Background: an optimization exercise with open tools, aiming at small area, a short achievable clock period and few clock cycles. Do not read the settings as production practice. At most, simulation tests tie the RTL to the original design; equivalence was not proved. Only the layout flow was run in runs 4 and 5; the RTL was not checked for function there. Power is estimated from default activity; no workload was simulated.

==> design.v <==
module spa (
  input  wire        clk,
  input  wire        rst,         
  output wire        ready,       
  input  wire        reg_rd,
  input  wire        reg_wr,
  input  wire [7:0]  reg_addr,
  input  wire [31:0] reg_wdata,
  output wire [31:0] rdata,
  input  wire        cmd_valid,
  input  wire [63:0] cmd_word,
  output wire        err_o
);
  localparam [31:0] ID_VALUE     = 32'h5350_4131;
  localparam [31:0] CONFIG_VALUE = 32'h0000_0610;
  localparam [3:0] MC_LAST = 4'd7;      
  localparam [3:0] DC_LAST = 4'd15;     
  reg [31:0] pos;
  reg [15:0] frac;
  reg [31:0] delta;
  reg [31:0] lbeg;
  reg [31:0] lend;
  reg        dir;           
  reg        stopped;
  reg        disowned;
  reg [5:0]  handle;
  reg [2:0]  status;        
  reg        err;           
  reg [63:0] chact;
  reg        busy;
  reg        rdy;           
  reg        ph_m, ph_m0, ph_m1, ph_p1, ph_p2, ph_d, ph_d0, ph_f;
  reg [3:0]  cnt;
  reg        is_nl, is_fw, is_pp, back;
  reg        illegal;
  reg        lorder;        
  reg [31:0] len;           
  reg [33:0] len3;          
  reg        bnd_r;         
  reg [15:0] f1r;           
  reg        fin;           
  reg [32:0] A;
  reg [31:0] Q;
  assign ready = rdy;
  assign err_o = err;
  wire acc_wr  = ~busy & reg_wr;
  wire acc_cmd = ~busy & cmd_valid;
  wire [35:0] mul_sum = {4'd0, A[31:0]} + delta * Q[3:0];
  wire [32:0] d_a0  = A;
  wire        d_s0  = d_a0[32];
  wire [33:0] d_r1  = {d_a0, Q[31]} + ({2'b00, len} ^ {34{~d_s0}}) + {33'd0, ~d_s0};
  wire [34:0] d_4r  = {d_a0, Q[31], Q[30]};
  wire [34:0] d_kp  = d_s0 ? {3'b000, len} : ~{1'b0, len3};
  wire [34:0] d_kn  = d_s0 ? {1'b0, len3} : ~{3'b000, len};
  wire [34:0] d_cp  = d_4r + d_kp + {34'd0, ~d_s0};
  wire [34:0] d_cn  = d_4r + d_kn + {34'd0, ~d_s0};
  wire        d_n1  = d_r1[33];
  wire [34:0] d_r2  = d_n1 ? d_cn : d_cp;
  wire [31:0] r4716 = {A[15:0], Q[31:16]};
  wire        c48   = back & ~|r4716 & (Q[15:0] < ~frac);
  wire        rneg  = A[32];    
  wire sa_lend = ph_m0 | (ph_d0 & ~back) | (ph_f & (is_fw ? rneg : back));
  wire sa_len  = ph_m1;
  wire sa_pos  = ph_p1;
  wire sa_A    = ph_p2 & ~back;
  wire sa_lbeg = ((ph_p2 | ph_d0) & back) | (ph_f & (is_fw ? ~rneg : ~back));
  wire sb_lbeg = ph_m0;
  wire sb_len2 = ph_m1;
  wire sb_r    = ph_p1;
  wire sb_lend = ph_p2 & ~back;
  wire sb_A    = (ph_p2 & back) | ph_f;
  wire sb_Q    = ph_d0;
  wire x_inv   = ph_m0 | ((ph_p1 | ph_d0) & back) | ph_p2 | (ph_f & is_pp & (rneg ^ back));
  wire x_c     = ph_m0 | ((ph_p1 | ph_d0) & back) | ph_p2;
  wire [33:0] xa = ({34{sa_lend}} & {2'b00, lend})
                 | ({34{sa_len}}  & {2'b00, len})
                 | ({34{sa_pos}}  & {2'b00, pos})
                 | ({34{sa_A}}    & {2'b00, A[31:0]})
                 | ({34{sa_lbeg}} & {2'b00, lbeg});
  wire [33:0] xb = ({34{sb_lbeg}} & {2'b00, lbeg})
                 | ({34{sb_len2}} & {1'b0, len, 1'b0})
                 | ({34{sb_r}}    & {1'b0, c48, r4716})
                 | ({34{sb_lend}} & {2'b00, lend})
                 | ({34{sb_A}}    & {A[32], A})
                 | ({34{sb_Q}}    & {2'b00, Q});
  wire [33:0] xs = xa + (xb ^ {34{x_inv}}) + {33'd0, x_c};
  wire lzero   = ~|len;
  wire f_lord  = ~illegal & ~is_nl & bnd_r & lorder;
  wire f_ppz   = ~illegal & is_pp & bnd_r & ~lorder & lzero;
  wire f_any   = illegal | f_lord | f_ppz;
  reg [5:0]  ra;
  reg [31:0] rd_val;
  always @* begin
    case (ra)
      6'h00:   rd_val = pos;
      6'h01:   rd_val = {16'd0, frac};
      6'h02:   rd_val = delta;
      6'h03:   rd_val = lbeg;
      6'h04:   rd_val = lend;
      6'h05:   rd_val = {30'd0, stopped, dir};
      6'h06:   rd_val = {disowned, 25'd0, handle};
      6'h07:   rd_val = {29'd0, status};
      6'h08:   rd_val = ID_VALUE;
      6'h09:   rd_val = CONFIG_VALUE;
      6'h10:   rd_val = chact[31:0];
      6'h11:   rd_val = chact[63:32];
      default: rd_val = 32'd0;
    endcase
  end
  always @(posedge clk) ra <= reg_addr[7:2];
  assign rdata = rd_val;
  always @(posedge clk) begin
    if (acc_cmd) begin
      is_nl   <= (cmd_word[1:0] == 2'd0);
      is_fw   <= (cmd_word[1:0] == 2'd1);
      is_pp   <= (cmd_word[1:0] == 2'd2);
      back    <= (cmd_word[1:0] == 2'd2) & dir;
      illegal <= (cmd_word[1:0] == 2'b11) | (|cmd_word[31:2]);
      Q       <= cmd_word[63:32];
      A       <= {17'd0, ((cmd_word[1:0] == 2'd2) & dir) ? ~frac : frac};
    end else if (ph_m) begin
      A <= {1'b0, mul_sum[35:4]};
      Q <= {mul_sum[3:0], Q[31:4]};
    end else if (ph_p1) begin
      A <= xs[32:0];
    end else if (ph_p2) begin
      A <= {32'd0, xs[32] & (len != 32'd1)};
      Q <= xs[31:0];
    end else if (ph_d) begin
      A <= d_r2[32:0];
      Q <= {Q[29:0], ~d_n1, ~d_r2[34]};
    end
    if (ph_m0) begin
      len    <= xs[31:0];
      lorder <= xs[33];
    end
    if (ph_m1) len3 <= xs;
    if (ph_p1) f1r <= back ? ~Q[15:0] : Q[15:0];
    if (ph_p2) bnd_r <= ~xs[33];
  end
  always @(posedge clk) begin
    if (rst) begin
      pos      <= 32'd0;
      frac     <= 16'd0;
      delta    <= 32'd0;
      lbeg     <= 32'd0;
      lend     <= 32'd0;
      dir      <= 1'b0;
      stopped  <= 1'b0;
      disowned <= 1'b0;
      handle   <= 6'd0;
      status   <= 3'd0;
      err      <= 1'b0;
      chact    <= 64'd0;
      busy     <= 1'b0;
      rdy      <= 1'b1;
      ph_m     <= 1'b0;
      ph_m0    <= 1'b0;
      ph_m1    <= 1'b0;
      ph_p1    <= 1'b0;
      ph_p2    <= 1'b0;
      ph_d     <= 1'b0;
      ph_d0    <= 1'b0;
      ph_f     <= 1'b0;
      cnt      <= 4'd0;
      fin      <= 1'b0;
    end else begin
      if (acc_wr) begin
        case (reg_addr[7:2])
          6'h00: pos   <= reg_wdata;
          6'h01: frac  <= reg_wdata[15:0];
          6'h02: delta <= reg_wdata;
          6'h03: lbeg  <= reg_wdata;
          6'h04: lend  <= reg_wdata;
          6'h05: begin
            dir     <= reg_wdata[0];
            stopped <= reg_wdata[1];
          end
          6'h06: begin
            handle   <= reg_wdata[5:0];
            disowned <= reg_wdata[31];
          end
          6'h07: begin
            status <= status & ~reg_wdata[2:0];
            err    <= |(status & ~reg_wdata[2:0]);
          end
          6'h10: chact[31:0]  <= reg_wdata;
          6'h11: chact[63:32] <= reg_wdata;
          default: ;
        endcase
      end
      ph_m0 <= acc_cmd;
      ph_m1 <= ph_m0;
      ph_p1 <= ph_m & (cnt == MC_LAST);
      ph_p2 <= ph_p1;
      ph_d0 <= ph_p2;
      ph_f  <= ph_d & (cnt == DC_LAST);
      if (acc_cmd) begin
        busy <= 1'b1;
        rdy  <= 1'b0;
        ph_m <= 1'b1;
      end
      if (ph_m | ph_d) cnt <= cnt + 4'd1;
      if (ph_m & (cnt == MC_LAST)) begin
        ph_m <= 1'b0;
        cnt  <= 4'd0;
      end
      if (ph_p2) ph_d <= 1'b1;
      if (ph_d & (cnt == DC_LAST)) ph_d <= 1'b0;
      if (ph_f) begin
        busy <= 1'b0;
        rdy  <= 1'b1;
      end
      if (ph_d0) begin
        status <= status | {f_ppz, f_lord, illegal};
        err    <= err | f_any;
        fin    <= ~f_any & ~is_nl & bnd_r & ~lzero;
        if (~f_any) begin
          frac <= f1r;
          if (is_nl) begin
            if (bnd_r) begin
              stopped <= 1'b1;
              if (!disowned) chact[handle] <= 1'b0;
              else           pos <= xs[31:0];
            end else begin
              pos <= xs[31:0];
            end
          end else if (!bnd_r) begin
            pos <= xs[31:0];
          end else if (is_fw & lzero) begin
            pos <= 32'd0;
          end
        end
      end
      if (ph_f & fin) begin
        pos <= xs[31:0];
        if (is_pp & rneg) begin
          dir  <= ~dir;
          frac <= ~frac + 16'd1;
        end
      end
    end
  end
endmodule
==> run.sh <==
#!/bin/bash
# synth_recipe.tcl (not shown) runs the flow's synth.tcl, then flattens the netlist and writes it again
# the make line also repeats each setting of config.mk as NAME=value (left out here)
make -C /OpenROAD-flow-scripts/flow DESIGN_CONFIG=/design/flow/config.mk WORK_HOME=/design/flow/orfs CLKGATE_MAP_FILE= SYNTH_SCRIPT=/design/flow/synth_recipe.tcl finish
==> config.mk <==
export PLATFORM = sky130hd
export DESIGN_NAME = spa
export DESIGN_NICKNAME = spa
export VERILOG_FILES = /design/flow/design.v
export SDC_FILE = /design/flow/constraint.sdc
export NUM_CORES = 4
export LEC_CHECK = 0
export CAP_MARGIN = 5
export CORE_MARGIN = 2
export CORE_UTILIZATION = 40
export SETUP_SLACK_MARGIN = 5
export SLEW_MARGIN = 5
==> constraint.sdc <==
create_clock -name core_clock -period 10.0 [get_ports {clk}]
set_input_delay 2.0000 -clock core_clock [delete_from_list [all_inputs] [get_ports {clk}]]
set_output_delay 2.0000 -clock core_clock [all_outputs]
set_load 0.01 [all_outputs]
==> results of run 1 <==
==> placed cells by master (no fill, tap or decap), types with 56 or more instances in the layout <==
cell type        count
ha_1               193
clkdlybuf4s50_1    138
a21oi_1            404
inv_1              112
dfxtp_1            247
xor2_1             101
fa_1                97
mux2i_1            103
and2_1              62
a222oi_1            80
buf_4               56
xnor2_1            110
nor2_1             261
a221oi_1            78
a22oi_1            107
o21ai_0            215
nand3_1             92
nand2_1            722
edfxtp_1           137
a21o_1              67
==> metrics by stage <==
stage	setup slack, ps	util	power, uW	area (sq um)
floorplan	5145	-	2893	32790
global placement	3855	0.4282	3473	34930
detailed placement	3825	0.4282	3481	34940
CTS	4928	0.4508	5196	36780
global route	4930	0.4555	5440	37170
finish	4913	0.4555	5258	37170
==> state kept, by name, summed over array words and instances, names as in the netlist, 3 cells and up <==
signal and count:
len3 34, handle 6, f1r 16, pos 32, lbeg 32, frac 16
len 32, ra 6, chact 64, Q 32, lend 32, A 33
delta 32, cnt 4, status 3
==> area by class of cell <==
cell class / instances / area, sq um
Clock buffer: 57 / 1222
Clock inverter: 25 / 266.5
Fill cell: 8026 / 44420
Inverter: 116 / 435.4
Multi-Input combinational cell: 3287 / 22370
Sequential cell: 396 / 9324
Tap cell: 1070 / 1339
Timing Repair Buffer: 218 / 2208
==> worst paths after layout <==
path / slack [ps] / depth (start not counted) / endpoint
setup / recovery: 4910 / 6 / rdata[3]
hold / removal: 470 / 2 / chact[37]
setup reg to reg: 5130 / 19 / Q[15]
hold reg to reg: 470 / 2 / chact[37]
==> power by group through the flow <==
stage | Clock (uW) | Combinational (uW) | Sequential (uW)
2_1_floorplan | 0 | 1010 | 1890
3_3_place_gp | 0 | 1440 | 2030
3_5_place_dp | 0 | 1450 | 2030
4_1_cts | 1730 | 1470 | 2000
5_1_grt | 1780 | 1650 | 2010
6_report | 1720 | 1530 | 2010
==> cell families (layout without fill, tap and decap cells) <==
kind of cell / after synthesis / after routing
AO/OA/AOI/OAI: 1257 / 1257
XOR/XNOR: 221 / 221
adder cells (fa/ha/maj): 291 / 291
buffers and inverters: 391 / 416
flip-flops: 396 / 396
multiplexers: 117 / 117
AND/OR/NAND/NOR: 1400 / 1401
==> tightest hold or removal path, delay by kind of cell, from the launching register on <==
| family | cells | cell delay, ps |
|---|---|---|
| DFF | 1 | 310 |
| AOI/OAI and AO/OA | 1 | 60 |
| and+or+nand+nor | 1 | 50 |
==> timing repair <==
item                                    4_1_cts  5_1_grt
gates cloned                                  1        2
endpoints found under the setup margin      146       77
pin swaps                                     3        7
buffers inserted                             11       11
resized for setup                            61       56
==> metal layers <==
metal	track usage	up-vias	wire length, um
li1	-	14851	-
met1	0.4246	16056	55730
met2	0.4902	1870	60540
met3	0.05690	335	14810
met4	0.1623	0	8205
met5	0	-	0
==> results.toml, run 1 <==
[detailed_routing]
wl_per_cell_um = 26.95
drtIter0Drc = 4082
viasPerCell = 6.406
ant_nets = 0
drt_first_pass_iters = 10
drc = 0
num_vias = 33112
wirelength_um = 139300

[worst_setup_path]
rr_startpoint = "is_fw"
slowest_delay_ps = 570
crit_fanout = 17
cp_cell_sequence = "nor2_2 -> nand3_4 -> nor2_1 -> a221oi_1 -> nand3_1 -> clkdlybuf4s50_1"
worst_ep_arrival_time_ps = 3090
critPathCaptureType = "output port"
cp_num_buf_inv = 1
cp-start-kind = "flop"
slowest_stage = "clkdlybuf4s50_1"
path_delay_family = "simple AND/OR/NAND/NOR gates"
setup.worst_path.start = "ra[1]"
crit_required_ps = 8000
critPathKind = "flop to output port"

[power]
vdd_drop_max_uv = 110.1
pwr-share-comb = 0.290
seqPwrFrac = 0.382
net-switching-power_uw = 1933
power.density_nw_per_um2 = 141.5
switching_share = 0.3677
p_leak_uw = 0.01466
p_int_uw = 3325
clkPwrFrac = 0.327

[hold_path]
hp-start = "chact[37]"
hold_path_class = "flop to flop"

[yosys]
synth_cell_types = 91
netlist_area_sq_um = 32790
synth_edf_count = 137
synth_fp_nets = 4473
synth_top_family_by_area = "compound AO/OA/AOI/OAI gates"
async_flop_share = 0
yosysTopAreaCell = "dfxtp_1"
synth_compound_area_frac = 0.2522
synth_area_leaders = "dfxtp_1 16%, edfxtp_1 13%, nand2_1 8.3%"
ys_seq_area_frac = 0.2836
synth_cells = 4073
synth_common_cells = "724 x nand2_1, 412 x a21oi_1, 270 x nor2_1"
synth_top_area_share = 0.1581
synth_mux_area_frac = 0.03621
synth_xor_area_frac = 0.05925
synth_ff_type = "dfxtp_1"
ys.warnings.count = 1
yosys.area_share.adder = 0.1332
synth-simple-area-share = 0.1888
synth.ff_latch_count = 396
synth.avg_cell_area_sq_um = 8.051
yosysMostFrequentCell = "nand2_1"

[final_layout]
antenna_cells = 0
drive_gt1_frac = 0.06587
fin_cells = 5169
final_nets = 4463
syn_to_final_growth_pct = 13.33

[die]
io_pins = 143
die_width_um = 290.3
rows = 105
coreArea_sq_um = 81580
dieArea_sq_um = 84290
initial_core_util = 0.4019
die_h_um = 290.3

[timing]
hold_viol_final = 0
whs_ps = 474.8
fmax_ghz = 0.1966
worstMarginPinSlew_ps = 1245
tns_ps = 0
fin_skew_ps = 25.99
period_share = 0.5087
drv_slew = 0
rsz0062_at_grt = "true"
finalSetupViolations = 0
slew-limit-headroom = 0.1625
min_period_ps = 5087

[place]
globalplace.congestion = 0.9797
place_hpwl_um = 102700
io_buffers = 139
placed_cells = 5062

[clock_network]
cts_hold_buf = 0
root_buffer = "clkbuf_16"
path_clk_slew_ps = 60
clockBufferDepth = 3
htreeDepth = 2
cts_sinks = 396
cts_tree = "done"
numCtsBuffers = 44
clk_latency_ps = 610

[status]
status = "no timing/DRC/antenna violations"

[flow_run]
drv_cap = 0

[global_routing]
grt_pass1_wl_um = 203000
grt_max_degree = 93
grt_pass1_vias = 31026
grt_usage = 0.3173
grt_overflow_total = 0
antenna_found_initial = 3
Testbench counts, summed over its fixed seeds: cycles 94,756.
==> inputs of run 2 (changes only) <==
==> flow/run.sh (new file) <==
#!/bin/bash
# The standard layout (standard synthesis unchanged) with the smallest buffer
# on every port instead of the default delay-buffer cell. Each tool's output
# goes to a log file in the work folder.
set -euo pipefail
bash standard.sh "BUFFER_PORTS_ARGS=-buffer_cell sky130_fd_sc_hd__buf_1" finish > standard_flow.log 2>&1
==> standard.sh (new file) <==
#!/bin/bash
# synth_recipe.tcl (not shown) runs the flow's synth.tcl, then flattens the netlist and writes it again
# the make line also repeats each setting of config.mk as NAME=value (left out here)
make -C /OpenROAD-flow-scripts/flow DESIGN_CONFIG=/design/flow/config.mk WORK_HOME=/design/flow/orfs CLKGATE_MAP_FILE= SYNTH_SCRIPT=/design/flow/synth_recipe.tcl "${@:-finish}"
--- a/config.mk
+++ b/config.mk
@@ -7,6 +7,7 @@
 export LEC_CHECK = 0
-export CAP_MARGIN = 5
+export CAP_MARGIN = 20
 export CORE_MARGIN = 2
 export CORE_UTILIZATION = 40
+export CTS_BUF_LIST = sky130_fd_sc_hd__clkbuf_8
 export SETUP_SLACK_MARGIN = 5
-export SLEW_MARGIN = 5
+export SLEW_MARGIN = 20
removed: run.sh
==> run 2 against run 1 <==
Effect of this change:
- sequential share of layout area rose by 0.61 points
- still clean
- worst hold slack got worse by 2.6 ps
- synthesized area did not move
- sequential power barely moved
- fmax rose by 2.6%
- final area fell by 2.4%
- critical endpoint is now Q[29]
- count of clock-buffer cells in the layout rose by 29
- clock power fell by 5%
- die area did not move
- synthesized cell count did not move
==> results.toml, run 2 <==
[timing]
min_period_ps = 4956
tns_ps = 0
drv_slew = 0
worstMarginPinSlew_ps = 1280
fmax_ghz = 0.2018
slew-limit-headroom = 0.1408
fin_skew_ps = 46.24
finalSetupViolations = 0
hold_viol_final = 0
rsz0062_at_grt = "true"
period_share = 0.4956

[clock_network]
clk_latency_ps = 700
cts_sinks = 396
clockBufferDepth = 3
htreeDepth = 3
numCtsBuffers = 71
cts_hold_buf = 0
root_buffer = "clkbuf_8"
cts_tree = "done"
path_clk_slew_ps = 60

[yosys]
synth_fp_nets = 4473
synth_mux_area_frac = 0.03621
synth_top_area_share = 0.1581
synth-simple-area-share = 0.1888
netlist_area_sq_um = 32790
synth_top_family_by_area = "compound AO/OA/AOI/OAI gates"
synth.avg_cell_area_sq_um = 8.051
yosysTopAreaCell = "dfxtp_1"
synth_compound_area_frac = 0.2522
ys_seq_area_frac = 0.2836
synth_ff_type = "dfxtp_1"
yosysMostFrequentCell = "nand2_1"
synth_cells = 4073
yosys.area_share.adder = 0.1332
synth_edf_count = 137
ys.warnings.count = 1
synth_common_cells = "724 x nand2_1, 412 x a21oi_1, 270 x nor2_1"
synth_area_leaders = "dfxtp_1 16%, edfxtp_1 13%, nand2_1 8.3%"
async_flop_share = 0
synth.ff_latch_count = 396
synth_xor_area_frac = 0.05925
synth_cell_types = 91

[die]
initial_core_util = 0.4019
die_width_um = 290.3
dieArea_sq_um = 84290
coreArea_sq_um = 81580
io_pins = 143
die_h_um = 290.3
rows = 105

[detailed_routing]
ant_nets = 0
num_vias = 33195
drc = 0
viasPerCell = 6.356
wirelength_um = 140100
wl_per_cell_um = 26.83
drtIter0Drc = 4419
drt_first_pass_iters = 13

[worst_setup_path]
crit_required_ps = 10520
setup.worst_path.start = "is_fw"
rr_startpoint = "is_fw"
slowest_delay_ps = 740
cp_cell_sequence = "nand2_1 -> o21ai_0 -> a221o_1 -> buf_6 -> a22oi_1 -> nand2_1 -> ha_1 -> a21oi_1 -> o21ai_0 -> a221oi_1 -> nor3_1 -> a2111oi_4 -> nor3_1 -> xnor2_1 -> a211oi_1 -> a21oi_1 -> a21oi_1"
worst_ep_arrival_time_ps = 5480
path_delay_family = "compound AO/OA/AOI/OAI gates"
path_common_cell = "a21oi_1"
critPathKind = "flop to flop"
slowest_stage = "a211oi_1"
crit_fanout = 32
cp_num_buf_inv = 1
cp-start-kind = "flop"
critPathCaptureType = "flop"

[final_layout]
regMostFlops = "chact"
final_cell_mix = "723 x nand2_1, 404 x a21oi_1, 264 x nor2_1, 249 x dfxtp_1, 217 x o21ai_0"
largest_reg_flops = 64
postLayoutCoreUtil = 0.4447
final_nets = 4496
biggestRegsByFlops = "chact (64), len3 (34), A (33)"
drive_gt1_frac = 0.07396
final_common_cell = "nand2_1"
syn_to_final_growth_pct = 10.63
fillers = 8207

[place]
io_buffers = 139
globalplace.congestion = 0.9656
place_hpwl_um = 103000

[hold_path]
hp-start = "chact[24]"
hold_path_class = "flop to flop"

[global_routing]
grt_pass1_wl_um = 202900
antenna_found_initial = 1
grt_usage = 0.3180
grt_max_degree = 84
grt_pass1_vias = 30771
grt_overflow_total = 0

[power]
power.density_nw_per_um2 = 141.9
vdd_drop_max_uv = 89.25
p_leak_uw = 0.01443

[flow_run]
drv_cap = 0

[status]
status = "no timing/DRC/antenna violations"
-- run 2: cell counts after synthesis --
Identical to the previous run, type by type.
-- run 2: layout make-up --
| type | instances | area (sq um) | share of cell area |
|---|---|---|---|
| Clock inverter | 42 | 282.8 | 0.007794 |
| Tap cell | 1070 | 1339 | 0.03690 |
| Sequential cell | 396 | 9321 | 0.2569 |
| Multi-Input combinational cell | 3286 | 22350 | 0.6160 |
| Clock buffer | 86 | 1184 | 0.03263 |
| Timing Repair Buffer | 225 | 1365 | 0.03763 |
| Antenna cell | 2 | 5.005 | 0.0001380 |
| Inverter | 116 | 435.4 | 0.01200 |
-- run 2: worst reg2reg max path, stage by stage (launching register included) --
cell and delay [ps]:
edfxtp_1 520, nand2_1 120, o21ai_0 130, a221o_1 330, buf_6 190, a22oi_1 230
nand2_1 80, ha_1 380, a21oi_1 240, o21ai_0 190, a221oi_1 420, nor3_1 180
a2111oi_4 400, nor3_1 110, xnor2_1 250, a211oi_1 740, a21oi_1 100, a21oi_1 200
-- run 2: kinds of logic after synthesis --
group | count (synthesis)
flops | 396
simple gates | 1400
xor+xnor | 221
compound gates | 1257
buf+inv | 391
fa+ha+maj | 291
mux | 117
-- run 2: per-stage QoR --
step	worst slack, ps	total power [uW]	std cells	hold WS (ps)	cell area [sq um]
2_1_floorplan	5145	2893	4073	449.2	32790
3_3_place_gp	3859	3452	5072	460.7	34140
3_5_place_dp	3781	3463	5073	462.8	34150
4_1_cts	4960	5084	5207	473.7	35880
5_1_grt	4888	5342	5221	494.0	36270
6_report	5044	5149	5223	472.3	36280
-- run 2: path summary, 6_finish.rpt --
path	to	slack [ps]	cells past startpoint
setup reg to reg	Q[29]	5040	17
hold / removal	chact[24]	470	2
hold reg to reg	chact[24]	470	2
setup / recovery	Q[29]	5040	17
-- run 2: what timing repair did --
action,4_1_cts,5_1_grt
pin swaps,0,12
setup endpoints to repair,144,56
setup buffers,6,13
gates resized for setup,41,55
gates cloned,0,1
-- run 2: per-layer routing --
layer	track usage	vias up	wire [um]
met1	0.4338	15868	56400
met4	0.1601	0	8304
li1	-	14918	-
met3	0.05200	357	15440
met2	0.4862	2052	59970
met5	0	-	0
-- run 2: where the power goes --
group | internal, uW | switching [uW]
clock | 863 | 763
combinational | 562 | 948
sequential | 1760 | 252
==> inputs of run 3 (changes only) <==
--- a/config.mk
+++ b/config.mk
@@ -10,3 +10,2 @@
 export CORE_UTILIZATION = 40
-export CTS_BUF_LIST = sky130_fd_sc_hd__clkbuf_8
 export SETUP_SLACK_MARGIN = 5
==> run 3 against run 2 <==
Effect of this change:
- still clean on timing, DRC and antenna
- final cell count shrank 0.82%
- combinational power is essentially flat
- power grew 1.7%
- core utilization grew 0.10 points
==> results.toml, run 3 <==
[yosys]
synth_edf_count = 137
netlist_area_sq_um = 32790
synth_area_leaders = "dfxtp_1 16%, edfxtp_1 13%, nand2_1 8.3%"
yosysTopAreaCell = "dfxtp_1"
synth_cell_types = 91
yosysMostFrequentCell = "nand2_1"
synth.ff_latch_count = 396
async_flop_share = 0
ys_seq_area_frac = 0.2836
synth_ff_type = "dfxtp_1"
synth_common_cells = "724 x nand2_1, 412 x a21oi_1, 270 x nor2_1"
synth_fp_nets = 4473
ys.warnings.count = 1
synth_cells = 4073
synth.avg_cell_area_sq_um = 8.051
synth_top_area_share = 0.1581

[die]
die_h_um = 290.3
coreArea_sq_um = 81580
die_width_um = 290.3
dieArea_sq_um = 84290
io_pins = 143
rows = 105
initial_core_util = 0.4019

[power]
vdd_drop_max_uv = 117.6
p_leak_uw = 0.01436
power.density_nw_per_um2 = 144.0

[final_layout]
multi_input_area_sq_um = 22350
final_cell_mix = "723 x nand2_1, 405 x a21oi_1, 265 x nor2_1, 248 x dfxtp_1, 216 x o21ai_0"
largest_reg_flops = 64
final_nets = 4474
ff_latch_area_sq_um = 9323
regMostFlops = "chact"
postLayoutCoreUtil = 0.4457
drive_gt1_frac = 0.06766
fin_cells = 5180
syn_to_final_growth_pct = 10.89
biggestRegsByFlops = "chact (64), len3 (34), A (33)"
fillers = 8189
final_common_cell = "nand2_1"

[clock_network]
cts_tree = "done"
root_buffer = "clkbuf_16"
cts_sinks = 396
htreeDepth = 2
path_clk_slew_ps = 60
clk_latency_ps = 610
numCtsBuffers = 43
cts_hold_buf = 0
clockBufferDepth = 3

[detailed_routing]
ant_nets = 0
num_vias = 32952
drt_first_pass_iters = 12
wl_per_cell_um = 27.01
drtIter0Drc = 4394
viasPerCell = 6.361
wirelength_um = 139900
drc = 0

[global_routing]
antenna_found_initial = 0
grt_pass1_wl_um = 202300
grt_overflow_total = 0
grt_pass1_vias = 30626
grt_max_degree = 84
grt_usage = 0.3159

[place]
place_hpwl_um = 103000
placed_cells = 5073
io_buffers = 139
globalplace.congestion = 0.9656

[worst_setup_path]
slowest_delay_ps = 530
cp_num_buf_inv = 1
cp.depth = 17
critPathCaptureType = "flop"
ff2ff_path_depth = 17
crit_required_ps = 10330
worst_ep_arrival_time_ps = 5240
cp_cell_sequence = "nand2_1 -> o21ai_1 -> a221o_1 -> buf_6 -> a22oi_1 -> nand2_1 -> ha_1 -> a21oi_1 -> a21boi_0 -> a311o_1 -> a221o_1 -> o2111ai_2 -> nand4b_1 -> and2_2 -> xor2_2 -> a211oi_1 -> o21ai_1"
crit_fanout = 32
slowest_stage = "a211oi_1"
critPathKind = "flop to flop"
path_delay_family = "compound AO/OA/AOI/OAI gates"
cp-start-kind = "flop"

[timing]
fin_skew_ps = 21.92
period_share = 0.4917
tns_ps = 0
min_period_ps = 4917
worstMarginPinSlew_ps = 1348
drv_slew = 0
rsz0062_at_grt = "true"
slew-limit-headroom = 0.09466
fmax_ghz = 0.2034
hold_viol_final = 0
finalSetupViolations = 0

[hold_path]
hold_path_class = "flop to flop"
holdPathStages = 2

[status]
status = "no timing/DRC/antenna violations"

[flow_run]
drv_cap = 0
## run 3: area by class of cell
class | instances | share of cell area
multi-input cells | 3286 | 0.6146
flip-flops and latches | 396 | 0.2564
diodes | 1 | 0.00006882
well taps | 1070 | 0.03682
inverters | 116 | 0.01197
repair buffers | 231 | 0.03995
clock inverters | 18 | 0.005264
clock buffers | 62 | 0.03492
## run 3: layer usage
metal | routed length (um) | track usage
met1 | 56240 | 0.4284
met2 | 59450 | 0.4789
met5 | 0 | 0
met3 | 15040 | 0.05422
met4 | 9156 | 0.1704
## run 3: timing repair
item	CTS	global route
pin swaps	0	12
gates resized for setup	42	55
setup buffers	6	17
gates cloned	0	3
setup endpoints to repair	134	53
## run 3: where the power goes
| part | leakage, uW | internal, uW | total, uW | switching (uW) |
|---|---|---|---|---|
| logic | 0.0102 | 575 | 1530 | 956 |
| clock network | 0.000717 | 949 | 1690 | 744 |
| registers | 0.00340 | 1760 | 2010 | 253 |
## run 3: worst paths after layout
| check | slack (ps) | startpoint | endpoint |
|---|---|---|---|
| hold reg to reg | 470 | err | err |
| setup reg to reg | 5080 | is_fw | Q[28] |
| hold / removal | 470 | err | err |
| setup / recovery | 5080 | is_fw | Q[28] |
## run 3: cell families after synthesis
group / synth area share
simple gates: 0.1888
buf+inv: 0.04678
compound gates: 0.2522
flops: 0.2836
fa+ha+maj: 0.1332
xor+xnor: 0.05925
mux: 0.03621
## run 3: worst reg2reg max path, cell delays in order (launching register included)
cell,delay [ps]
edfxtp_1,520
nand2_1,120
o21ai_1,90
a221o_1,310
buf_6,190
a22oi_1,240
nand2_1,90
ha_1,400
a21oi_1,230
a21boi_0,150
a311o_1,370
a221o_1,410
o2111ai_2,230
nand4b_1,170
and2_2,230
xor2_2,220
a211oi_1,530
o21ai_1,130
## run 3: per-stage QoR
stage	setup WS [ps]	area (sq um)	power, uW	hold WS (ps)
5_1_grt	4935	36360	5419	494.2
4_1_cts	4959	35870	5144	474.0
3_5_place_dp	3781	34150	3463	462.8
3_3_place_gp	3859	34140	3452	460.7
6_report	5083	36360	5236	472.8
2_1_floorplan	5145	32790	2893	449.2
==> inputs of run 4 (changes only) <==
--- a/design.v
+++ b/design.v
@@ -90,2 +90,5 @@
   wire f_any   = illegal | f_lord | f_ppz;
+  wire        f_flip  = ph_f & fin & is_pp & rneg;
+  wire        dir_nx  = dir ^ f_flip;
+  wire [15:0] frac_nx = f_flip ? ~frac + 16'd1 : frac;
   reg [5:0]  ra;
@@ -116,6 +119,6 @@
       is_pp   <= (cmd_word[1:0] == 2'd2);
-      back    <= (cmd_word[1:0] == 2'd2) & dir;
+      back    <= (cmd_word[1:0] == 2'd2) & dir_nx;
       illegal <= (cmd_word[1:0] == 2'b11) | (|cmd_word[31:2]);
       Q       <= cmd_word[63:32];
-      A       <= {17'd0, ((cmd_word[1:0] == 2'd2) & dir) ? ~frac : frac};
+      A       <= {17'd0, ((cmd_word[1:0] == 2'd2) & dir_nx) ? ~frac_nx : frac_nx};
     end else if (ph_m) begin
@@ -167,26 +170,2 @@
     end else begin
-      if (acc_wr) begin
-        case (reg_addr[7:2])
-          6'h00: pos   <= reg_wdata;
-          6'h01: frac  <= reg_wdata[15:0];
-          6'h02: delta <= reg_wdata;
-          6'h03: lbeg  <= reg_wdata;
-          6'h04: lend  <= reg_wdata;
-          6'h05: begin
-            dir     <= reg_wdata[0];
-            stopped <= reg_wdata[1];
-          end
-          6'h06: begin
-            handle   <= reg_wdata[5:0];
-            disowned <= reg_wdata[31];
-          end
-          6'h07: begin
-            status <= status & ~reg_wdata[2:0];
-            err    <= |(status & ~reg_wdata[2:0]);
-          end
-          6'h10: chact[31:0]  <= reg_wdata;
-          6'h11: chact[63:32] <= reg_wdata;
-          default: ;
-        endcase
-      end
       ph_m0 <= acc_cmd;
@@ -208,4 +187,4 @@
       if (ph_p2) ph_d <= 1'b1;
-      if (ph_d & (cnt == DC_LAST)) ph_d <= 1'b0;
-      if (ph_f) begin
+      if (ph_d & (cnt == DC_LAST)) begin
+        ph_d <= 1'b0;
         busy <= 1'b0;
@@ -241,2 +220,26 @@
       end
+      if (acc_wr) begin
+        case (reg_addr[7:2])
+          6'h00: pos   <= reg_wdata;
+          6'h01: frac  <= reg_wdata[15:0];
+          6'h02: delta <= reg_wdata;
+          6'h03: lbeg  <= reg_wdata;
+          6'h04: lend  <= reg_wdata;
+          6'h05: begin
+            dir     <= reg_wdata[0];
+            stopped <= reg_wdata[1];
+          end
+          6'h06: begin
+            handle   <= reg_wdata[5:0];
+            disowned <= reg_wdata[31];
+          end
+          6'h07: begin
+            status <= status & ~reg_wdata[2:0];
+            err    <= |(status & ~reg_wdata[2:0]);
+          end
+          6'h10: chact[31:0]  <= reg_wdata;
+          6'h11: chact[63:32] <= reg_wdata;
+          default: ;
+        endcase
+      end
     end
==> run 4 against run 3 <==
Effect of this change:
- clock power hardly changed
- synthesized cell count is 3.5% lower
- sequential cell count stayed put
- critical path type unchanged
- fmax is 4.2% lower
- still clean
- die area is 2.2% lower
==> results.toml, run 4 <==
[hold_path]
hp-start = "rdy"
whs_endpoint = "rdy"
hold_path_class = "flop to flop"
holdPathStages = 2

[clock_network]
clockBufferDepth = 3
path_clk_slew_ps = 60
clk_latency_ps = 610
cts_sinks = 396
numCtsBuffers = 44
cts_tree = "done"
htreeDepth = 2
root_buffer = "clkbuf_16"

[die]
die_h_um = 287.1
die_width_um = 287.1
io_pins = 143
dieArea_sq_um = 82450
initial_core_util = 0.4052
coreArea_sq_um = 79130
rows = 103

[power]
switching_share = 0.3798
power.total_uw = 5357
power.density_nw_per_um2 = 147.7
vdd_drop_max_uv = 117.9
net-switching-power_uw = 2035
p_int_uw = 3322
pwr-share-comb = 0.304
p_leak_uw = 0.01424
clkPwrFrac = 0.312
seqPwrFrac = 0.383

[global_routing]
grt_pass1_vias = 30141
grt_pass1_wl_um = 202000
grt_overflow_total = 0
grt_usage = 0.3282
antenna_found_initial = 3
grt_max_degree = 163

[detailed_routing]
wirelength_um = 140200
drt_first_pass_iters = 10
wl_per_cell_um = 27.73
drtIter0Drc = 4460
ant_nets = 0
viasPerCell = 6.396
num_vias = 32340
drc = 0

[yosys]
synth_cell_types = 80
synth_fp_nets = 4331
synth_edf_count = 137
async_flop_share = 0
synth_ff_type = "dfxtp_1"
synth.avg_cell_area_sq_um = 8.157
ys_seq_area_frac = 0.2900
yosysTopAreaCell = "dfxtp_1"
yosysMostFrequentCell = "nand2_1"
synth.ff_latch_count = 396
ys.warnings.count = 1
synth_cells = 3931
synth_area_leaders = "dfxtp_1 16%, edfxtp_1 13%, ha_1 7.6%"
synth_common_cells = "614 x nand2_1, 339 x a21oi_1, 292 x o21ai_0"
netlist_area_sq_um = 32070
synth_top_area_share = 0.1617

[worst_setup_path]
rr_startpoint = "Q[1]"
worst_ep_arrival_time_ps = 5580
cp_num_buf_inv = 3
slowest_delay_ps = 550
path_common_cell = "fa_1"
ff2ff_path_depth = 18
path_delay_family = "compound AO/OA/AOI/OAI gates"
rrSetupSlack_ps = 4870
crit_required_ps = 10450
reg2reg_to = "A[25]"
cp-start-kind = "flop"
critPathKind = "flop to flop"
crit_fanout = 6
slowest_stage = "fa_1"
critPathCaptureType = "flop"
cp_cell_sequence = "buf_6 -> buf_12 -> nand2_1 -> fa_1 -> inv_1 -> fa_1 -> fa_1 -> ha_1 -> a21o_1 -> a221oi_4 -> o21bai_4 -> a211oi_4 -> o211ai_1 -> and2_1 -> a41o_1 -> xor2_1 -> a221oi_2 -> a31oi_1"

[timing]
fin_skew_ps = 29.42
drv_slew = 0
rsz0062_at_grt = "true"
fmax_ghz = 0.1949
worstMarginPinSlew_ps = 1225
tns_ps = 0
min_period_ps = 5130
finalSetupViolations = 0
period_share = 0.5130
whs_ps = 444.6
hold_viol_final = 0
slew-limit-headroom = 0.1771

[final_layout]
final_nets = 4372
syn_to_final_growth_pct = 13.15
drive_gt1_frac = 0.08215
largest_reg_flops = 64
postLayoutCoreUtil = 0.4585
final_cell_mix = "612 x nand2_1, 328 x a21oi_1, 277 x o21ai_0, 250 x dfxtp_1, 240 x nor2_1"
design_area_sq_um = 36280
biggestRegsByFlops = "chact (64), len3 (34), A (33)"
final_common_cell = "nand2_1"
regMostFlops = "chact"

[place]
globalplace.congestion = 0.9535
placed_cell_area_sq_um = 33530
place_hpwl_um = 101700
io_buffers = 139

[status]
status = "no timing/DRC/antenna violations"

[flow_run]
drv_cap = 0
## run 4: cell types whose count changed in the layout (fill, tap and decap cells not counted), moves of 25 or more
cell	before	now
nand2_1	723	612
a21oi_1	405	328
o22ai_1	17	81
o21ai_0	216	277
nand3_1	92	66
nor2_1	265	240
## run 4: layout make-up
class                   count  area, sq um
flip-flops and latches    396         9328
diodes                      1        2.502
inverters                 123        474.2
repair buffers            247         1622
fillers                  7899        42850
clock inverters            20        191.4
well taps                1050         1314
clock buffers              59         1231
multi-input cells        3160        22120
## run 4: tightest hold or removal path: stages, from the launching register on
cell     delay (ps)
dfxtp_1         310
nand2_1          50
nand2_1          40
## run 4: cell families after synthesis
family                   synth area share
AO/OA/AOI/OAI                      0.2554
XOR/XNOR                          0.06173
adder cells (fa/ha/maj)            0.1363
buffers and inverters             0.04425
flip-flops                         0.2900
multiplexers                      0.03184
AND/OR/NAND/NOR                    0.1805
## run 4: timing repair
action / CTS / global route
cloned: 2 / 5
gates resized for setup: 71 / 105
setup endpoints to repair: 118 / 79
hold buffers: 0 / 0
pin swaps: 10 / 21
setup buffers: 12 / 29
## run 4: metal layers
metal	track usage	vias up	share of wire
li1	-	14514	-
met1	0.4526	15617	0.41
met2	0.4946	1854	0.43
met3	0.06421	347	0.11
met4	0.1500	8	0.054
met5	0	-	0.00033
## run 4: worst max path at each step
stage,slack [ps],cells after the start,to,from
floorplan,5020,18,A[15],Q[1]
global placement,4210,18,Q[26],is_fw
detailed placement,4200,19,Q[26],back
CTS,4920,17,A[30],Q[1]
global route,4770,18,A[25],Q[1]
finish,4870,18,A[25],Q[1]
## run 4: power groups by stage
stage	Sequential [uW]	Combinational, uW	Clock [uW]
floorplan	1890	1050	0
global placement	2070	1480	0
detailed placement	2070	1490	0
CTS	2030	1520	1670
global route	2050	1770	1740
finish	2050	1630	1670
## run 4: through the flow
stage,std cells,setup WS (ps)
floorplan,3931,5017
global placement,4926,4214
detailed placement,4926,4201
CTS,5019,4922
global route,5055,4774
finish,5056,4870
==> inputs of run 5 (changes only) <==
--- a/flow/run.sh
+++ b/flow/run.sh
@@ -5,2 +5,2 @@
 set -euo pipefail
-bash standard.sh "BUFFER_PORTS_ARGS=-buffer_cell sky130_fd_sc_hd__buf_1" finish > standard_flow.log 2>&1
+bash standard.sh SETUP_SLACK_MARGIN=5.2 "BUFFER_PORTS_ARGS=-buffer_cell sky130_fd_sc_hd__buf_1" finish > standard_flow.log 2>&1
==> run 5 against run 4 <==
Effect of this change:
- clock power grew 4%
- count of clock-buffer cells in the layout up 5
- critical path depth is 2 higher
- clock skew up 30 ps
- still clean on timing, DRC and antenna
- via count increased by 1.3%
- synthesized area did not move
- sequential cell count stayed put
- global-route usage grew 0.54 points
- largest cell class unchanged
- first-iteration DRC count up 8.1%
- sequential power hardly changed
==> results.toml, run 5 <==
[yosys]
ys_seq_area_frac = 0.2900
synth.ff_latch_count = 396
synth_ff_type = "dfxtp_1"
synth_fp_nets = 4331
synth_cell_types = 80
synth_top_area_share = 0.1617
synth.avg_cell_area_sq_um = 8.157
synth_common_cells = "614 x nand2_1, 339 x a21oi_1, 292 x o21ai_0"
synth_edf_count = 137
yosysTopAreaCell = "dfxtp_1"
netlist_area_sq_um = 32070
ys.warnings.count = 1
async_flop_share = 0
synth_area_leaders = "dfxtp_1 16%, edfxtp_1 13%, ha_1 7.6%"
synth_cells = 3931
yosysMostFrequentCell = "nand2_1"

[worst_setup_path]
path_common_cell = "buf_6"
ff2ff_path_depth = 20
slowest_delay_ps = 550
cp-start-kind = "flop"
crit_required_ps = 10470
slowest_stage = "fa_1"
cp_num_buf_inv = 6
path_delay_family = "adder cells"
worst_ep_arrival_time_ps = 5390
cp_cell_sequence = "buf_6 -> buf_12 -> buf_6 -> buf_16 -> nand2_1 -> fa_1 -> inv_1 -> fa_2 -> fa_1 -> ha_4 -> a21o_1 -> o21bai_2 -> or4_4 -> a21oi_4 -> o31a_1 -> buf_6 -> xnor2_1 -> a221o_1 -> a221oi_2 -> nor2_1"
critPathCaptureType = "flop"
cp.depth = 20
crit_fanout = 7
critPathKind = "flop to flop"

[timing]
hold_viol_final = 0
min_period_ps = 4921
fmax_ghz = 0.2032
worstMarginPinSlew_ps = 1198
tns_ps = 0
slew-limit-headroom = 0.1955
rsz0062_at_grt = "true"
drv_slew = 0
whs_ps = 440.5
fin_skew_ps = 59.40
finalSetupViolations = 0
period_share = 0.4921

[final_layout]
fillers = 7755
multi_input_area_sq_um = 22580
largest_reg_flops = 64
final_common_cell = "nand2_1"
biggestRegsByFlops = "chact (64), len3 (34), A (33)"
final_cell_mix = "603 x nand2_1, 323 x a21oi_1, 272 x o21ai_0, 247 x dfxtp_1, 238 x nor2_1"
drive_gt1_frac = 0.1126
ff_latch_area_sq_um = 9326
syn_to_final_growth_pct = 16.17
regMostFlops = "chact"
fin_cells = 5094
postLayoutCoreUtil = 0.4708
final_nets = 4407
design_area_sq_um = 37250

[detailed_routing]
drt_first_pass_iters = 12
drc = 0
wirelength_um = 142500
ant_nets = 0
wl_met2_um = 59160
num_vias = 32766
m1WireLength_um = 58170
viasPerCell = 6.432
wl_met3_um = 15860
wl_per_cell_um = 27.97
drtIter0Drc = 4823
maxUsedRoutingLayer = "met5"

[hold_path]
hold_path_class = "flop to flop"
holdPathStages = 2

[power]
net-switching-power_uw = 2101
pwr-share-comb = 0.316
p_leak_uw = 0.01458
power.density_nw_per_um2 = 148.4
seqPwrFrac = 0.371
clkPwrFrac = 0.313
p_int_uw = 3428
vdd_drop_max_uv = 119.4
switching_share = 0.3800

[die]
die_width_um = 287.1
io_pins = 143
coreArea_sq_um = 79130
die_h_um = 287.1
dieArea_sq_um = 82450
initial_core_util = 0.4052
rows = 103

[global_routing]
grt_overflow_total = 0
grt_max_degree = 76
grt_usage = 0.3336
antenna_found_initial = 3
grt_pass1_wl_um = 204900
grt_pass1_vias = 29945

[clock_network]
htreeDepth = 2
root_buffer = "clkbuf_16"
path_clk_slew_ps = 60
clk_latency_ps = 630
cts_tree = "done"
clockBufferDepth = 3
cts_sinks = 396
numCtsBuffers = 46

[place]
placed_cell_area_sq_um = 33500
io_buffers = 139
globalplace.congestion = 0.9675
placed_cells = 4924
place_hpwl_um = 102500

[status]
status = "no timing/DRC/antenna violations"

[flow_run]
drv_cap = 0
## run 5: power by group through the flow
stage,clock network (uW),logic [uW],registers [uW]
2_1_floorplan,0,1050,1890
3_3_place_gp,0,1490,2060
3_5_place_dp,0,1500,2060
4_1_cts,1740,1630,2030
5_1_grt,1800,1870,2040
6_report,1730,1750,2050
## run 5: logic make-up after synthesis
family / count (synthesis) / synth area share
AOI/OAI and AO/OA: 1260 / 0.2554
xor gates and xnor gates: 226 / 0.06173
adders and majority gates: 291 / 0.1363
buffers and inverters: 377 / 0.04425
DFF: 396 / 0.2900
muxes: 99 / 0.03184
and+or+nand+nor: 1282 / 0.1805
## run 5: stage by stage
step / worst slack, ps / total power [uW]
floorplan: 5217 / 2941
global placement: 3887 / 3548
detailed placement: 3781 / 3557
CTS: 5077 / 5400
global route: 4931 / 5711
finish: 5079 / 5528
## run 5: per-layer routing
metal,vias to the layer above,track usage
li1,14583,-
met1,15793,0.4652
met2,1966,0.4886
met3,420,0.05968
met4,4,0.1775
met5,-,0.004651
## run 5: final timing paths
path | startpoint | slack [ps] | endpoint
max | Q[1] | 5080 | A[27]
min | rdy | 440 | rdy
min reg2reg | rdy | 440 | rdy
max reg2reg | Q[1] | 5080 | A[27]
## run 5: layout make-up
| class | instances | share of cell area |
|---|---|---|
| clock buffer | 64 | 0.03460 |
| multi-input combinational | 3159 | 0.6062 |
| inverter | 123 | 0.01249 |
| clock inverter | 19 | 0.005844 |
| timing repair buffer | 281 | 0.05508 |
| sequential | 396 | 0.2504 |
| antenna | 2 | 0.0001343 |
| tap | 1050 | 0.03527 |
## run 5: what timing repair did
action / in CTS / in global routing
setup buffers: 49 / 27
pin swaps: 69 / 75
setup endpoints to repair: 147 / 95
hold endpoints to repair: 0 / 0
gates cloned: 5 / 3
gates resized for setup: 171 / 119
hold buffers: 0 / 0
## run 5: worst min-delay path: cells and delay by family (launching register included)
| kind | cells | cell delay (ps) |
|---|---|---|
| and+or+nand+nor | 2 | 90 |
| DFF | 1 | 310 |
==> inputs of run 6 (changes only) <==
--- a/design.v
+++ b/design.v
@@ -47,3 +47,14 @@
   wire acc_cmd = ~busy & cmd_valid;
-  wire [35:0] mul_sum = {4'd0, A[31:0]} + delta * Q[3:0];
+  wire [35:0] mp0 = Q[0] ? {4'd0, delta}       : 36'd0;
+  wire [35:0] mp1 = Q[1] ? {3'd0, delta, 1'b0} : 36'd0;
+  wire [35:0] mp2 = Q[2] ? {2'd0, delta, 2'b0} : 36'd0;
+  wire [35:0] mp3 = Q[3] ? {1'd0, delta, 3'b0} : 36'd0;
+  wire [35:0] ma  = {4'd0, A[31:0]};
+  wire [35:0] ms1 = ma ^ mp0 ^ mp1;
+  wire [35:0] mc1 = ((ma & mp0) | (ma & mp1) | (mp0 & mp1)) << 1;
+  wire [35:0] ms2 = mp2 ^ mp3 ^ ms1;
+  wire [35:0] mc2 = ((mp2 & mp3) | (mp2 & ms1) | (mp3 & ms1)) << 1;
+  wire [35:0] ms3 = ms2 ^ mc2 ^ mc1;
+  wire [35:0] mc3 = ((ms2 & mc2) | (ms2 & mc1) | (mc2 & mc1)) << 1;
+  wire [35:0] mul_sum = ms3 + mc3;
   wire [32:0] d_a0  = A;
--- a/flow/run.sh
+++ b/flow/run.sh
@@ -5,2 +5,2 @@
 set -euo pipefail
-bash standard.sh SETUP_SLACK_MARGIN=5.2 "BUFFER_PORTS_ARGS=-buffer_cell sky130_fd_sc_hd__buf_1" finish > standard_flow.log 2>&1
+bash standard.sh "BUFFER_PORTS_ARGS=-buffer_cell sky130_fd_sc_hd__buf_1" finish > standard_flow.log 2>&1
==> run 6 against run 5 <==
Effect of this change:
- sequential power is 4% lower
- sequential cell count stayed put
- register-to-register slack worse by 70 ps
- global-route usage is 3.1 points lower
- die area is 0.21% lower
- first-iteration DRC count is 15% lower
- non-clock buffer count is 53 lower
- combinational power is about 10% lower
- critical path depth is 3 lower
- synthesized cell count is 1.6% lower
- critical endpoint is now A[0]
- largest power group unchanged
==> results.toml, run 6 <==
[yosys]
async_flop_share = 0
yosysMostFrequentCell = "nand2_1"
synth_fp_nets = 4265
synth_cells = 3868
synth.ff_latch_count = 396
synth_area_leaders = "dfxtp_1 16%, edfxtp_1 13%, ha_1 7.4%"
yosysTopAreaCell = "dfxtp_1"
synth_cell_types = 100
ys_seq_area_frac = 0.2906
ys.warnings.count = 1
synth_edf_count = 137
synth_ff_type = "dfxtp_1"
synth.avg_cell_area_sq_um = 8.273
synth_top_area_share = 0.1620
netlist_area_sq_um = 32000
synth_common_cells = "585 x nand2_1, 422 x a21oi_1, 259 x dfxtp_1"

[final_layout]
regMostFlops = "chact"
design_area_sq_um = 35650
syn_to_final_growth_pct = 11.41
final_nets = 4281
final_cell_mix = "584 x nand2_1, 417 x a21oi_1, 253 x dfxtp_1, 230 x nor2_1, 192 x o21ai_0"
biggestRegsByFlops = "chact (64), len3 (34), A (33)"
drive_gt1_frac = 0.07610
fin_cells = 4969
largest_reg_flops = 64
final_common_cell = "nand2_1"

[timing]
drv_slew = 0
rsz0062_at_grt = "true"
hold_viol_final = 0
worstMarginPinSlew_ps = 1108
tns_ps = 0
finalSetupViolations = 0
slew-limit-headroom = 0.2610
period_share = 0.4992
fin_skew_ps = 30.87
min_period_ps = 4992
fmax_ghz = 0.2003

[clock_network]
cts_sinks = 396
clk_latency_ps = 610
numCtsBuffers = 44
cts_tree = "done"
path_clk_slew_ps = 60
htreeDepth = 2
clockBufferDepth = 3
root_buffer = "clkbuf_16"

[place]
place_hpwl_um = 97370
placed_cell_area_sq_um = 33360
io_buffers = 139
placed_cells = 4857
globalplace.congestion = 0.9936

[detailed_routing]
viasPerCell = 6.328
num_vias = 31442
wirelength_um = 129600
drc = 0
wl_per_cell_um = 26.09
drt_first_pass_iters = 13
drtIter0Drc = 4085
ant_nets = 0

[power]
p_leak_uw = 0.01363
vdd_drop_max_uv = 120.0
power.density_nw_per_um2 = 146.4

[worst_setup_path]
cp-start-kind = "flop"
critPathKind = "flop to flop"
critPathCaptureType = "flop"
ff2ff_path_depth = 17
crit_required_ps = 10330
crit_fanout = 71
worst_ep_arrival_time_ps = 5320

[die]
die_h_um = 286.8
die_width_um = 286.8
rows = 103
initial_core_util = 0.4044
io_pins = 143
coreArea_sq_um = 79130
dieArea_sq_um = 82280

[global_routing]
grt_usage = 0.3027
grt_pass1_wl_um = 188900
grt_overflow_total = 0
grt_max_degree = 100
grt_pass1_vias = 28897
antenna_found_initial = 2

[hold_path]
holdPathStages = 2
hold_path_class = "flop to flop"

[flow_run]
drv_cap = 0

[status]
status = "no timing/DRC/antenna violations"
==> run 6: area by class of cell <==
| cell class | instances | area (sq um) |
|---|---|---|
| flip-flops and latches | 396 | 9316 |
| fillers | 7931 | 43480 |
| clock buffers | 57 | 1221 |
| inverters | 66 | 251.5 |
| diodes | 3 | 7.507 |
| well taps | 1050 | 1314 |
| multi-input cells | 3148 | 21900 |
| repair buffers | 228 | 1394 |
| clock inverters | 21 | 242.7 |
==> run 6: worst max-delay path, cell delays in order, from the launching register on <==
cell      delay [ps]
dfxtp_4          590
buf_8            440
a222oi_1         160
nand2_1          100
a21oi_1           50
xnor2_1          170
fa_2             440
fa_2             440
a211oi_2         260
o211ai_2         180
a31oi_2          220
a21o_1           250
o41a_2           230
o21bai_2         160
a221oi_4         410
xnor2_4          190
a221oi_1         310
a21oi_1           60
==> run 6: stage by stage <==
stage	util	hold WS [ps]	total power, uW	worst slack (ps)
after CTS	0.4454	445.9	5150	4875
after global routing	0.4505	466.0	5417	4800
after floorplan	-	445.7	2911	5013
final	0.4505	442.5	5220	5008
after global placement	0.4216	433.3	3434	4079
after detailed placement	0.4216	435.7	3442	4058
==> run 6: repair_timing <==
item,CTS,global route
hold buffers,0,0
setup buffers,15,14
endpoints found under the setup margin,100,61
gates cloned,0,1
gates resized for setup,59,41
pin swaps,9,15
==> run 6: kinds of logic (layout without fill, tap and decap cells) <==
kind of cell / Yosys count / in the layout / synth area share
AND/OR/NAND/NOR: 1293 / 1293 / 0.1851
AO/OA/AOI/OAI: 1276 / 1276 / 0.2634
flip-flops: 396 / 396 / 0.2906
buffers and inverters: 324 / 372 / 0.04012
adder cells (fa/ha/maj): 288 / 288 / 0.1356
XOR/XNOR: 226 / 226 / 0.06256
multiplexers: 65 / 65 / 0.02256
other: 0 / 3 / 0
==> run 6: worst paths after layout <==
| check | startpoint | end | slack [ps] |
|---|---|---|---|
| max | ph_p1 | A[0] | 5010 |
| min reg2reg | rdy | rdy | 440 |
| max reg2reg | ph_p1 | A[0] | 5010 |
| min | rdy | rdy | 440 |
==> run 6: metal layers <==
layer  GRT usage  part of all wire
met5           0                 0
met4      0.1280             0.049
met3     0.03865              0.10
met2      0.4450              0.42
met1      0.4441              0.43
==> run 6: report_power, final <==
| part | switching, uW | leakage [uW] | internal (uW) |
|---|---|---|---|
| Sequential | 199 | 0.00340 | 1760 |
| Combinational | 991 | 0.00951 | 582 |
| Clock | 740 | 0.000720 | 951 |
| Total | 1930 | 0.0136 | 3290 |
Testbench counts of run 6, summed over its fixed seeds: cycles 92,356.
==> inputs of run 7 (changes only) <==
==> flow/run.sh (replaced) <==
#!/bin/bash
# The standard layout (standard synthesis unchanged) with the smallest buffer
# on every port instead of the default delay-buffer cell, and the timing
# repair asked for 5.4 ns of setup slack. Each tool's output goes to a log
# file in the work folder.
set -euo pipefail
bash standard.sh SETUP_SLACK_MARGIN=5.4 "BUFFER_PORTS_ARGS=-buffer_cell sky130_fd_sc_hd__buf_1" finish > standard_flow.log 2>&1
==> run 7 against run 6 <==
Effect of this change:
- critical endpoint is now A[30]
- power increased by 4.0%
- routed wire length increased by 6.5%
- clock power increased by 4%
- fmax increased by 1.6%
- register-to-register slack improved by 80 ps
- die area unchanged
- core utilization increased by 2.8 points
- critical path type unchanged
- global-route usage increased by 2.1 points
- setup slack improved by 77 ps
- final area increased by 6.1%
- highest routed layer unchanged
==> results.toml, run 7 <==
[status]
status = "no timing/DRC/antenna violations"

[yosys]
synth_cells = 3868
ys_seq_area_frac = 0.2906
yosysTopAreaCell = "dfxtp_1"
netlist_area_sq_um = 32000
synth_ff_type = "dfxtp_1"
synth_common_cells = "585 x nand2_1, 422 x a21oi_1, 259 x dfxtp_1"
synth_cell_types = 100
synth_top_area_share = 0.1620
async_flop_share = 0
ys.warnings.count = 1
synth_area_leaders = "dfxtp_1 16%, edfxtp_1 13%, ha_1 7.4%"
synth.avg_cell_area_sq_um = 8.273
yosysMostFrequentCell = "nand2_1"
synth.ff_latch_count = 396
synth_fp_nets = 4265
synth_edf_count = 137

[global_routing]
grt_usage = 0.3234
grt_max_degree = 95
antenna_found_initial = 1
grt_pass1_wl_um = 199900
grt_pass1_vias = 30057
grt_overflow_total = 0

[flow_run]
drv_cap = 0

[final_layout]
drive_gt1_frac = 0.1269
biggestRegsByFlops = "chact (64), len3 (34), A (33)"
postLayoutCoreUtil = 0.4782
final_nets = 4364
regMostFlops = "chact"
syn_to_final_growth_pct = 18.25
final_common_cell = "nand2_1"
largest_reg_flops = 64
fillers = 7628
fin_cells = 5056
final_cell_mix = "577 x nand2_1, 405 x a21oi_1, 248 x dfxtp_1, 229 x nor2_1, 183 x o21ai_0"

[power]
vdd_drop_max_uv = 123.2
p_leak_uw = 0.01447
power.density_nw_per_um2 = 143.5

[detailed_routing]
drt_first_pass_iters = 9
viasPerCell = 6.394
ant_nets = 0
maxUsedRoutingLayer = "met4"
wl_met2_um = 58340
wirelength_um = 138100
drtIter0Drc = 4757
num_vias = 32329
wl_per_cell_um = 27.30
drc = 0
m1WireLength_um = 55870
wl_met3_um = 15370

[worst_setup_path]
slowest_stage = "fa_1"
path_delay_family = "adder cells"
cp_num_buf_inv = 3
critPathCaptureType = "flop"
crit_required_ps = 10520
worst_ep_arrival_time_ps = 5440
cp-start-kind = "flop"
critPathKind = "flop to flop"
slowest_delay_ps = 570
crit_fanout = 5
cp_cell_sequence = "buf_6 -> buf_12 -> and2_1 -> fa_1 -> fa_1 -> fa_1 -> ha_4 -> a21o_1 -> a221oi_4 -> o22ai_1 -> or3_4 -> o21a_4 -> o21bai_4 -> buf_6 -> a31oi_4 -> xor2_1 -> nand2_1 -> a31oi_1"
path_common_cell = "fa_1"

[timing]
fmax_ghz = 0.2034
period_share = 0.4916
finalSetupViolations = 0
min_period_ps = 4916
drv_slew = 0
tns_ps = 0
fin_skew_ps = 40.43
rsz0062_at_grt = "true"
worst_slack_ps = 5084
slew-limit-headroom = 0.2263
worstMarginPinSlew_ps = 1161
hold_viol_final = 0

[clock_network]
htreeDepth = 2
clockBufferDepth = 3
cts_sinks = 396
numCtsBuffers = 47
clk_latency_ps = 630
root_buffer = "clkbuf_16"
path_clk_slew_ps = 60
cts_tree = "done"

[die]
die_h_um = 286.8
coreArea_sq_um = 79130
rows = 103
dieArea_sq_um = 82280
initial_core_util = 0.4044
io_pins = 143
die_width_um = 286.8

[place]
placed_cells = 4852
dpl_worst_slack_ps = 3657
io_buffers = 139
globalplace.congestion = 0.9957
place_hpwl_um = 97390

[hold_path]
hold_path_class = "flop to flop"
[run 7: layout make-up]
type | instances | area (sq um) | share of cell area
Multi-Input combinational cell | 3149 | 22850 | 0.6037
Sequential cell | 396 | 9335 | 0.2467
Timing Repair Buffer | 307 | 2559 | 0.06762
Clock buffer | 68 | 1358 | 0.03588
Tap cell | 1050 | 1314 | 0.03472
Inverter | 66 | 251.5 | 0.006646
Clock inverter | 18 | 172.7 | 0.004563
Antenna cell | 2 | 5.005 | 0.0001323
[run 7: logic make-up after synthesis]
group           count (synthesis)  share of synthesized area
simple gates                 1293                     0.1851
xor+xnor                      226                    0.06256
fa+ha+maj                     288                     0.1356
flops                         396                     0.2906
buf+inv                       324                    0.04012
compound gates               1276                     0.2634
mux                            65                    0.02256
[run 7: timing repair]
item / CTS / global route
endpoints found under the setup margin: 173 / 105
cloned: 16 / 2
hold buffers: 0 / 0
gates resized for setup: 207 / 109
setup buffers: 72 / 26
pin swaps: 87 / 66
[run 7: worst reg2reg max path, delay by kind of cell, from the launching register on]
family	cells	cell delay, ps
AND/OR/NAND/NOR	3	650
adder cells (fa/ha/maj)	4	1790
XOR/XNOR	1	170
flip-flops	1	420
AO/OA/AOI/OAI	7	1370
buffers and inverters	3	430
[run 7: power breakdown]
part	switching [uW]	internal [uW]
Clock	771	977
Combinational	1050	664
Sequential	214	1760
[run 7: through the flow]
stage	hold slack, ps	power (uW)	instance area (sq um)
2_1_floorplan	445.7	2912	32030
3_3_place_gp	432.7	3438	33340
3_5_place_dp	435.4	3447	33340
4_1_cts	445.3	5315	37060
5_1_grt	465.1	5618	37840
6_report	440.0	5430	37840
[run 7: final timing paths]
path,start,to,slack (ps),depth (start not counted)
max,Q[1],A[30],5080,18
min reg2reg,rdy,rdy,440,2
max reg2reg,Q[1],A[30],5080,18
min,rdy,rdy,440,2
[run 7: per-layer routing]
| layer | up-vias | track usage |
|---|---|---|
| li1 | 14464 | - |
| met1 | 15504 | 0.4513 |
| met3 | 344 | 0.05095 |
| met4 | 0 | 0.1646 |
| met2 | 2017 | 0.4830 |
| met5 | - | 0 |
==> inputs of run 8 (changes only) <==
==> flow/run.sh (replaced) <==
#!/bin/bash
# The standard layout (standard synthesis unchanged) with the smallest buffer
# on every port instead of the default delay-buffer cell, and the timing
# repair asked for 5.2 ns of setup slack. Each tool's output goes to a log
# file in the work folder.
set -euo pipefail
bash standard.sh SETUP_SLACK_MARGIN=5.2 "BUFFER_PORTS_ARGS=-buffer_cell sky130_fd_sc_hd__buf_1" finish > standard_flow.log 2>&1
==> run 8 against run 7 <==
Effect of this change:
- sequential power about the same
- sequential cell count stayed put
- via count fell by 1.5%
- count of clock-buffer cells in the layout decreased by 10
- die area is the same
- non-clock buffer count is 55 lower
- critical endpoint is now A[28]
- highest routed layer unchanged
==> results.toml, run 8 <==
[final_layout]
fillers = 7739
regMostFlops = "chact"
syn_to_final_growth_pct = 14.07
fin_cells = 4994
drive_gt1_frac = 0.09767
design_area_sq_um = 36500
final_common_cell = "nand2_1"
final_nets = 4305
final_cell_mix = "585 x nand2_1, 411 x a21oi_1, 252 x dfxtp_1, 229 x nor2_1, 189 x o21ai_0"
largest_reg_flops = 64
biggestRegsByFlops = "chact (64), len3 (34), A (33)"

[timing]
rsz0062_at_grt = "true"
min_period_ps = 4844
tns_ps = 0
period_share = 0.4844
fmax_ghz = 0.2064
slew-limit-headroom = 0.2166
fin_skew_ps = 23.89
drv_slew = 0
hold_viol_final = 0
worstMarginPinSlew_ps = 1171
finalSetupViolations = 0

[yosys]
synth_cells = 3868
synth_cell_types = 100
synth_edf_count = 137
ys.warnings.count = 1
yosysTopAreaCell = "dfxtp_1"
ys_seq_area_frac = 0.2906
synth_compound_area_frac = 0.2634
synth.ff_latch_count = 396
synth_common_cells = "585 x nand2_1, 422 x a21oi_1, 259 x dfxtp_1"
synth_fp_nets = 4265
synth_top_family_by_area = "compound AO/OA/AOI/OAI gates"
async_flop_share = 0
yosys.area_share.adder = 0.1356
yosysMostFrequentCell = "nand2_1"
synth_mux_area_frac = 0.02256
synth_area_leaders = "dfxtp_1 16%, edfxtp_1 13%, ha_1 7.4%"
synth.avg_cell_area_sq_um = 8.273
synth_xor_area_frac = 0.06256
synth-simple-area-share = 0.1851
netlist_area_sq_um = 32000
synth_ff_type = "dfxtp_1"
synth_top_area_share = 0.1620

[detailed_routing]
wl_per_cell_um = 26.70
num_vias = 31859
drt_first_pass_iters = 11
ant_nets = 0
wirelength_um = 133300
viasPerCell = 6.379
drc = 0
drtIter0Drc = 4284

[clock_network]
cts_sinks = 396
cts_hold_buf = 0
clockBufferDepth = 3
numCtsBuffers = 43
root_buffer = "clkbuf_16"
htreeDepth = 2
clk_latency_ps = 600
path_clk_slew_ps = 60
cts_tree = "done"

[die]
initial_core_util = 0.4044
io_pins = 143
coreArea_sq_um = 79130
dieArea_sq_um = 82280
die_h_um = 286.8
die_width_um = 286.8
rows = 103

[place]
place_hpwl_um = 97050
placed_cell_area_sq_um = 33330
globalplace.congestion = 1.006
placed_cells = 4850
io_buffers = 139

[worst_setup_path]
cp-start-kind = "flop"
crit_required_ps = 10500
worst_ep_arrival_time_ps = 5340
rrSetupSlack_ps = 5160
crit_fanout = 5
ff2ff_path_depth = 17
rr_startpoint = "Q[1]"
reg2reg_to = "A[28]"
critPathKind = "flop to flop"
critPathCaptureType = "flop"

[global_routing]
grt_pass1_wl_um = 192500
grt_max_degree = 141
grt_pass1_vias = 29064
grt_usage = 0.3103
grt_overflow_total = 0
antenna_found_initial = 1

[power]
vdd_drop_max_uv = 139.4
p_leak_uw = 0.01383
power.density_nw_per_um2 = 145.2

[hold_path]
hold_path_class = "flop to flop"
whs_endpoint = "rdy"
holdPathStages = 2
hp-start = "rdy"

[flow_run]
drv_cap = 0

[status]
status = "no timing/DRC/antenna violations"
[run 8: cell types whose count changed in the layout (fill, tap and decap cells not counted), sizes merged]
| cell | before | now |
|---|---|---|
| clkinvlp | 5 | 4 |
| bufbuf | 10 | 1 |
| bufinv | 1 | 3 |
| clkbuf | 78 | 64 |
| buf | 287 | 245 |
| inv | 66 | 68 |
[run 8: area by class of cell]
class	instances	area, sq um	share of cell area
multi-input cells	3149	22340	0.6120
flip-flops and latches	396	9325	0.2555
repair buffers	252	1818	0.04981
well taps	1050	1314	0.03599
clock buffers	58	1224	0.03352
inverters	66	254.0	0.006958
clock inverters	21	224.0	0.006136
diodes	2	5.005	0.0001371
[run 8: logic make-up after synthesis]
| kind of cell | Yosys count |
|---|---|
| and+or+nand+nor | 1293 |
| muxes | 65 |
| adders and majority gates | 288 |
| xor gates and xnor gates | 226 |
| buffers and inverters | 324 |
| DFF | 396 |
| AOI/OAI and AO/OA | 1276 |
[run 8: through the flow]
step | worst slack (ps) | hold WS [ps] | power (uW) | utilization
finish | 5156 | 444.4 | 5298 | 0.4613
global placement | 3844 | 432.1 | 3426 | 0.4212
global route | 5031 | 475.6 | 5481 | 0.4613
CTS | 5112 | 451.1 | 5200 | 0.4534
detailed placement | 3820 | 441.5 | 3440 | 0.4212
floorplan | 5229 | 445.7 | 2910 | -
[run 8: repair_timing]
| item | in CTS | in global routing |
|---|---|---|
| hold endpoints to repair | 0 | 0 |
| gates resized for setup | 129 | 73 |
| setup buffers | 35 | 18 |
| setup endpoints to repair | 155 | 74 |
| cloned | 4 | 5 |
| pin swaps | 74 | 33 |
[run 8: critical path, stage by stage, from the launching register on]
cell      delay [ps]
edfxtp_1         420
buf_6            150
buf_12           130
and2_1           170
fa_1             480
fa_1             560
fa_1             460
ha_4             300
and3_4           190
a221oi_4         340
o22ai_1          130
or3_4            400
o21a_4           250
o21bai_4         160
and3_4           190
o21ai_2           80
o311a_1          150
a31oi_1          170
[run 8: layer usage]
metal	global-route usage	up-vias	wire length, um
met5	0	-	0
met4	0.1306	0	7021
met3	0.04802	299	14920
met2	0.4601	1873	55980
met1	0.4470	15337	55400
li1	-	14350	-
[run 8: worst max-delay path by stage]
stage | cells after the start | slack, ps | to | start
floorplan | 19 | 5230 | A[0] | ph_m0
global placement | 17 | 3840 | A[0] | ph_m0
detailed placement | 17 | 3820 | A[0] | ph_m0
CTS | 19 | 5110 | A[28] | Q[1]
global route | 19 | 5030 | A[28] | Q[1]
finish | 17 | 5160 | A[28] | Q[1]
[run 8: where the power goes]
group	internal [uW]	total, uW	switching [uW]
logic	632	1640	1010
registers	1760	1970	211
clock network	946	1690	740

separate check: timing with driven ports:
The results above use ideal ports. As a check the final layouts listed here were re-extracted and re-timed, cells and wires unchanged.
Step 1: set_driving_cell puts a clkbuf_16 on clk and a buf_2 on each other input, an assumption about the parent block.
Step 2 times the ports against the registers' clock, not the clock port: input delays grow and output delays shrink by t, the midpoint of the rising clock arrivals with the driver on.
Three values: ideal, step 1, step 2; two values: the first two.
run	t (ns)	slack for setup (ns)	pins driven straight from the clock port
run 1	0.661	4.913 / 4.849 / 4.488	1
run 2	0.729	5.044 / 5.044 / 4.824	1
run 3	0.659	5.083 / 5.061 / 4.863	1
run 4	0.652	4.870 / 4.870 / 4.870	1
run 5	0.661	5.079 / 5.079 / 5.079	1
run 6	0.657	5.008 / 5.002 / 5.008	1
run 7	0.675	5.084 / 5.084 / 5.084	1
run 8	0.652	5.156 / 5.153 / 5.156	1
After both steps setup and hold are still met in every run listed. The setup slack of run 1, which loses most, moves by -0.064 ns with the drivers and by -0.425 ns with both steps.
